This design comes from an exercise in tuning for small area, a short achievable clock period and few clock cycles per item on the open sky130 flow, not from production work.
Where RTL was checked, it was by simulation tests only, not by an equivalence proof against the original.
No activity file was given, so power comes from the tool's default toggle rates.

==> flow/design.v <==
module huff_tree_builder (
    input  wire       clk,
    input  wire       rst,           
    input  wire       row_valid,
    input  wire [7:0] row_data,
    output wire       row_ready,
    output reg        node_valid,
    output reg  [8:0] node_idx,
    output reg  [8:0] node_child0,
    output reg  [8:0] node_child1,
    output reg        done,
    output reg  [8:0] root
);
    localparam integer NQ = 128;
    function integer wbits(input integer s);
        integer b, k, w;
        begin
            b = 130560 / (s + 2);
            if (b > 65280) b = 65280;
            w = 0;
            for (k = 0; k < 17; k = k + 1)
                if ((b >> k) != 0) w = k + 1;
            wbits = w;
        end
    endfunction
    function integer woff(input integer s);
        integer t, o;
        begin
            o = 0;
            for (t = 0; t < s; t = t + 1) o = o + wbits(t);
            woff = o;
        end
    endfunction
    localparam integer NQBITS = woff(NQ);
    reg          rdy;
    reg          ld_full;        
    reg  [7:0]   ld_cnt;
    reg          rd_v;
    reg  [7:0]   rd_q;
    reg  [2047:0] R;             
    reg  [255:0] present;        
    assign row_ready = rdy;
    wire accept = row_valid & rdy;
    reg          bactive;
    reg          gvalid;
    reg          grun;           
    reg  [7:0]   v;
    reg  [7:0]   last;
    reg          first;
    wire release_row = grun & ~gvalid;
    wire bstart      = ld_full & ~bactive & ~rd_v;
    wire ld_full_n   = (ld_full & ~release_row) | (accept & (ld_cnt == 8'd255));
    always @(posedge clk) begin
        rd_q <= row_data;
        if (rst) begin
            rdy     <= 1'b1;
            ld_full <= 1'b0;
            ld_cnt  <= 8'd0;
            rd_v    <= 1'b0;
        end else begin
            rd_v    <= accept;
            if (accept) ld_cnt <= ld_cnt + 8'd1;
            ld_full <= ld_full_n;
            rdy     <= ~ld_full_n;
        end
    end
    always @(posedge clk)
        if (rd_v) R <= {rd_q, R[2047:8]};
    wire [255:0] rd_dec = 256'd1 << rd_q;
    always @(posedge clk) begin
        if (rst | release_row) present <= 256'd0;
        else if (rd_v) present <= present | rd_dec;
    end
    function [255:0] therm(input [7:0] x);
        reg [255:0] t;
        integer k, i;
        begin
            t = 256'd0;                        
            for (k = 0; k < 8; k = k + 1)
                for (i = (1 << (k + 1)) - 1; i >= 0; i = i - 1)
                    if (i >= (1 << k)) t[i] = ~x[k] | t[i - (1 << k)];
                    else               t[i] = ~x[k] & t[i];
            therm = t;
        end
    endfunction
    wire [255:0] m_gen;
    wire [255:0] m_nxt;
    wire [7:0]   pidx;
    wire         pany, ptwo;
    wire [7:0]   nidx;
    wire         nany, ntwo_unused;
    pe256 u_pe_gen (.m(m_gen), .idx(pidx), .any(pany), .two(ptwo));
    pe256 u_pe_nxt (.m(m_nxt), .idx(nidx), .any(nany), .two(ntwo_unused));
    wire [255:0] eq;
    genvar gi;
    generate
        for (gi = 0; gi < 256; gi = gi + 1) begin : g_eq
            assign eq[gi] = (R[8*gi +: 8] == v);
        end
    endgenerate
    assign m_gen = eq & (first ? {256{1'b1}} : therm(last));
    assign m_nxt = present & therm(v);
    reg  [7:0]  lc0, lc1, lc2, lc3;
    reg  [7:0]  li0, li1, li2, li3;
    reg  [3:0]  lt;              
    wire        gpush = gvalid & ~lt[3];
    always @(posedge clk) begin
        if (rst) begin
            gvalid <= 1'b0;
            grun   <= 1'b0;
            v      <= 8'd0;
            first  <= 1'b1;
        end else if (bstart) begin
            v      <= nidx;
            gvalid <= nany;
            grun   <= 1'b1;
            first  <= 1'b1;
        end else if (release_row) begin
            v      <= 8'd0;
            grun   <= 1'b0;
        end else if (gpush) begin
            if (ptwo) begin
                first <= 1'b0;
                last  <= pidx;
            end else begin
                v      <= nidx;
                gvalid <= nany;
                first  <= 1'b1;
            end
        end
    end
    reg  [NQBITS-1:0] nf;        
    reg  [7:0]   q;              
    reg          nv0, nv1;       
    reg          pv;             
    reg  [15:0]  pc;
    reg  [8:0]   pi;
    reg  [8:0]   cursor;
    reg  [8:0]   hidx;           
    wire [15:0] n0 = nf[15:0];
    wire [15:0] n1 = nf[31:16];
    wire lv0 = lt[0];
    wire lv1 = lt[1];
    wire lk0 = lv0 | ~gvalid;
    wire lk1 = lv1 | ~gvalid;
    wire c_l0n0 = (n0[15:8] != 8'd0) | (lc0 <= n0[7:0]);
    wire c_l1n0 = (n0[15:8] != 8'd0) | (lc1 <= n0[7:0]);
    wire c_l0n1 = (n1[15:8] != 8'd0) | (lc0 <= n1[7:0]);
    wire [15:0] s_ll = {8'd0, lc0} + {8'd0, lc1};
    wire [15:0] s_ln = {8'd0, lc0} + n0;
    wire [15:0] s_pl = pc + {8'd0, lc0};
    wire [15:0] s_pn = pc + n0;
    reg        fire, finish, ptake, npop;
    reg  [1:0] lpop;
    reg  [8:0] ca, cb, rt;
    reg  [15:0] sum;
    always @(*) begin
        fire = 1'b0; finish = 1'b0; ptake = 1'b0; npop = 1'b0; lpop = 2'd0;
        ca = pi; cb = {1'b0, li0}; rt = pi; sum = s_ll;
        if (bactive & lk0) begin
            if (pv) begin
                ca = pi;
                if (lv0 & (~nv0 | c_l0n0)) begin
                    fire = 1'b1; lpop = 2'd1; cb = {1'b0, li0}; sum = s_pl;
                end else if (nv0) begin
                    fire = 1'b1; npop = 1'b1; cb = hidx; sum = s_pn;
                end else begin
                    finish = 1'b1; rt = pi;
                end
            end else if (lv0 & (~nv0 | c_l0n0)) begin
                ca = {1'b0, li0};
                if (lk1) begin
                    if (lv1 & (~nv0 | c_l1n0)) begin
                        fire = 1'b1; lpop = 2'd2; cb = {1'b0, li1}; sum = s_ll;
                    end else if (nv0) begin
                        fire = 1'b1; lpop = 2'd1; npop = 1'b1; cb = hidx; sum = s_ln;
                    end else begin
                        finish = 1'b1; rt = {1'b0, li0};
                    end
                end
            end else if (nv0) begin
                ca = hidx;
                if (lv0 & (~nv1 | c_l0n1)) begin
                    fire = 1'b1; lpop = 2'd1; npop = 1'b1; cb = {1'b0, li0}; sum = s_ln;
                end else if (nv1) begin
                    ptake = 1'b1; npop = 1'b1;
                end else begin
                    finish = 1'b1; rt = hidx;
                end
            end else begin
                finish = 1'b1; rt = cursor - 9'd1;
            end
        end
    end
    wire [NQ:0] qdec = {{NQ{1'b0}}, 1'b1} << q;
    wire [NQBITS-1:0] nf_n;
    always @(posedge clk) nf <= nf_n;
    genvar gs;
    generate
        for (gs = 0; gs < NQ; gs = gs + 1) begin : g_nf
            localparam integer W  = wbits(gs);
            localparam integer O  = woff(gs);
            wire [W-1:0] nxt;
            if (gs == NQ - 1) begin : g_top
                assign nxt = nf[O +: W];
            end else begin : g_mid
                localparam integer W1 = wbits(gs + 1);
                localparam integer O1 = woff(gs + 1);
                wire [W-1:0] up = {{(W - W1){1'b0}}, nf[O1 +: W1]};
                assign nxt = npop ? up : nf[O +: W];
            end
            wire wen = fire & (npop ? qdec[gs + 1] : qdec[gs]);
            assign nf_n[O +: W] = wen ? sum[W-1:0] : nxt;
        end
    endgenerate
    wire [7:0] q_n = q - {7'd0, npop} + {7'd0, fire};
    always @(posedge clk) begin
        node_valid <= 1'b0;
        done       <= 1'b0;
        if (rst) begin
            bactive <= 1'b0;
            q       <= 8'd0;
            nv0     <= 1'b0;
            nv1     <= 1'b0;
            pv      <= 1'b0;
            cursor  <= 9'd256;
            hidx    <= 9'd256;
        end else begin
            if (bstart) bactive <= 1'b1;
            if (fire) begin
                node_valid  <= 1'b1;
                node_idx    <= cursor;
                node_child0 <= ca;
                node_child1 <= cb;
                cursor      <= cursor + 9'd1;
            end
            if (npop) hidx <= hidx + 9'd1;
            q   <= q_n;
            nv0 <= (q_n != 8'd0);
            nv1 <= (q_n[7:1] != 7'd0);
            if (ptake) begin
                pv <= 1'b1;
                pc <= n0;
                pi <= hidx;
            end else if (fire) begin
                pv <= 1'b0;
            end
            if (finish) begin
                done    <= 1'b1;
                root    <= rt;
                bactive <= 1'b0;
                q       <= 8'd0;
                nv0     <= 1'b0;
                nv1     <= 1'b0;
                pv      <= 1'b0;
                cursor  <= 9'd256;
                hidx    <= 9'd256;
            end
        end
    end
    wire [2:0] lpos = lt[2] ? (lpop == 2'd2 ? 3'd1 : lpop == 2'd1 ? 3'd2 : 3'd3)
                    : lt[1] ? (lpop == 2'd2 ? 3'd0 : lpop == 2'd1 ? 3'd1 : 3'd2)
                    : lt[0] ? (lpop == 2'd1 ? 3'd0 : 3'd1)
                    : 3'd0;
    reg  [3:0] lt_n;
    always @(*) begin
        case (lpop)
        2'd1:    lt_n = {1'b0, lt[3:1]};
        2'd2:    lt_n = {2'b00, lt[3:2]};
        default: lt_n = lt;
        endcase
        if (gpush) lt_n = {lt_n[2:0], 1'b1};
    end
    always @(posedge clk) begin
        if (rst | finish) begin
            lt <= 4'd0;
        end else begin
            case (lpop)
            2'd1: begin
                lc0 <= lc1; li0 <= li1;
                lc1 <= lc2; li1 <= li2;
                lc2 <= lc3; li2 <= li3;
            end
            2'd2: begin
                lc0 <= lc2; li0 <= li2;
                lc1 <= lc3; li1 <= li3;
            end
            default: ;
            endcase
            if (gpush) begin
                case (lpos)
                3'd0: begin lc0 <= v; li0 <= pidx; end
                3'd1: begin lc1 <= v; li1 <= pidx; end
                3'd2: begin lc2 <= v; li2 <= pidx; end
                default: begin lc3 <= v; li3 <= pidx; end
                endcase
            end
            lt <= lt_n;
        end
    end
endmodule
module pe256 (
    input  wire [255:0] m,
    output wire [7:0]   idx,
    output wire         any,
    output wire         two
);
    wire [511:0]  an;
    wire [511:0]  tw;
    wire [4095:0] ix;            
    genvar l, j;
    generate
        for (j = 0; j < 256; j = j + 1) begin : g_l0
            assign an[j] = m[j];
            assign tw[j] = 1'b0;
            assign ix[j*8 +: 8] = 8'd0;
        end
        for (l = 1; l <= 8; l = l + 1) begin : g_l
            localparam integer NB  = 256 >> l;
            localparam integer BO  = 512 - (512 >> l);         
            localparam integer BP  = 512 - (512 >> (l - 1));   
            for (j = 0; j < NB; j = j + 1) begin : g_n
                wire a0 = an[BP + 2*j];
                wire a1 = an[BP + 2*j + 1];
                assign an[BO + j] = a0 | a1;
                assign tw[BO + j] = tw[BP + 2*j] | tw[BP + 2*j + 1] | (a0 & a1);
                assign ix[(BO + j)*8 +: 8] =
                    a0 ? ix[(BP + 2*j)*8 +: 8]
                       : (ix[(BP + 2*j + 1)*8 +: 8] | (8'd1 << (l - 1)));
            end
        end
    endgenerate
    assign any = an[510];
    assign two = tw[510];
    assign idx = ix[510*8 +: 8];
    assign an[511] = 1'b0;
    assign tw[511] = 1'b0;
    assign ix[511*8 +: 8] = 8'd0;
endmodule
==> flow/config.mk <==
export PLATFORM = sky130hd
export DESIGN_NAME = huff_tree_builder
export DESIGN_NICKNAME = huff_tree_builder
export VERILOG_FILES = /design/flow/design.v
export SDC_FILE = /design/flow/constraint.sdc
export NUM_CORES = 4
export LEC_CHECK = 0
export ABC_CLOCK_PERIOD_IN_PS = 4000
export CAP_MARGIN = 20
export CORE_MARGIN = 2
export CORE_UTILIZATION = 50
export SETUP_SLACK_MARGIN = 5
export SLEW_MARGIN = 20
==> flow/constraint.sdc <==
create_clock -name core_clock -period 10.0 [get_ports {clk}]
set_input_delay 2.0000 -clock core_clock [delete_from_list [all_inputs] [get_ports {clk}]]
set_output_delay 2.0000 -clock core_clock [all_outputs]
set_load 0.01 [all_outputs]
run.sh (not shown) runs the stock make flow with config.mk's settings and CLKGATE_MAP_FILE= SYNTH_SCRIPT=/design/flow/synth_recipe.tcl, a recipe that flattens the netlist after the stock synthesis.
==> next run, changes <==
--- a/flow/design.v
+++ b/flow/design.v
@@ -260,19 +260,13 @@
     end
     wire [2:0] lpos = lt[2] ? (lpop == 2'd2 ? 3'd1 : lpop == 2'd1 ? 3'd2 : 3'd3)
                     : lt[1] ? (lpop == 2'd2 ? 3'd0 : lpop == 2'd1 ? 3'd1 : 3'd2)
                     : lt[0] ? (lpop == 2'd1 ? 3'd0 : 3'd1)
                     : 3'd0;
-    reg  [3:0] lt_n;
-    always @(*) begin
-        case (lpop)
-        2'd1:    lt_n = {1'b0, lt[3:1]};
-        2'd2:    lt_n = {2'b00, lt[3:2]};
-        default: lt_n = lt;
-        endcase
-        if (gpush) lt_n = {lt_n[2:0], 1'b1};
-    end
+    wire [3:0] lt_p = (lpop == 2'd1) ? {1'b0, lt[3:1]} :
+                      (lpop == 2'd2) ? {2'b00, lt[3:2]} : lt;
+    wire [3:0] lt_n = gpush ? {lt_p[2:0], 1'b1} : lt_p;
     always @(posedge clk) begin
         if (rst | finish) begin
             lt <= 4'd0;
         end else begin
             case (lpop)
What happened: Now the flow finished with slew limit left; wire length shrinks by 7.7%; die area went up by 1.1%; total power decreases by 0.60%; worst setup slack is worse by 0.11 ns; utilization drops by 0.70 points; non-clock buffer count is lower by 136; clock power barely changes; design area stays flat; fmax fell by about 2.1%; global-route usage drops by 2.3 points; register-to-register slack got worse by 0.11 ns; via count is lower by 6.5%.
Testbench counts after the change, summed over its fixed seeds: cycles 10,668, builds 32.
For the first run of this note, only the layout was checked, not whether the RTL still works.

re-timing with driven ports:
No port has a modelled driver above. Below, the same layouts with a new extraction and two added sets of constraints.
Step 1 (the two cells are an assumption about what drives the block):
set clk [get_ports {clk}]
set_driving_cell -lib_cell sky130_fd_sc_hd__clkbuf_16 $clk
set_driving_cell -lib_cell sky130_fd_sc_hd__buf_2 [delete_from_list [all_inputs] $clk]
Step 2 adds t to the input delays and takes it off the output delays; t is the mean of the earliest and latest rising clock arrival at the registers after step 1. Input paths then give back, and output paths get back, about the clock's delay inside the block.
Three values: no drivers, after step 1, after step 2; two values: the first two.
run | t (ns) | setup slack, ns | worst register clock-pin slew, ns
the first run | 1.085 | 4.751 / 4.751 / 4.751 | 0.07 / 0.07
the second run | 1.077 | 4.637 / 4.637 / 4.637 | 0.07 / 0.07
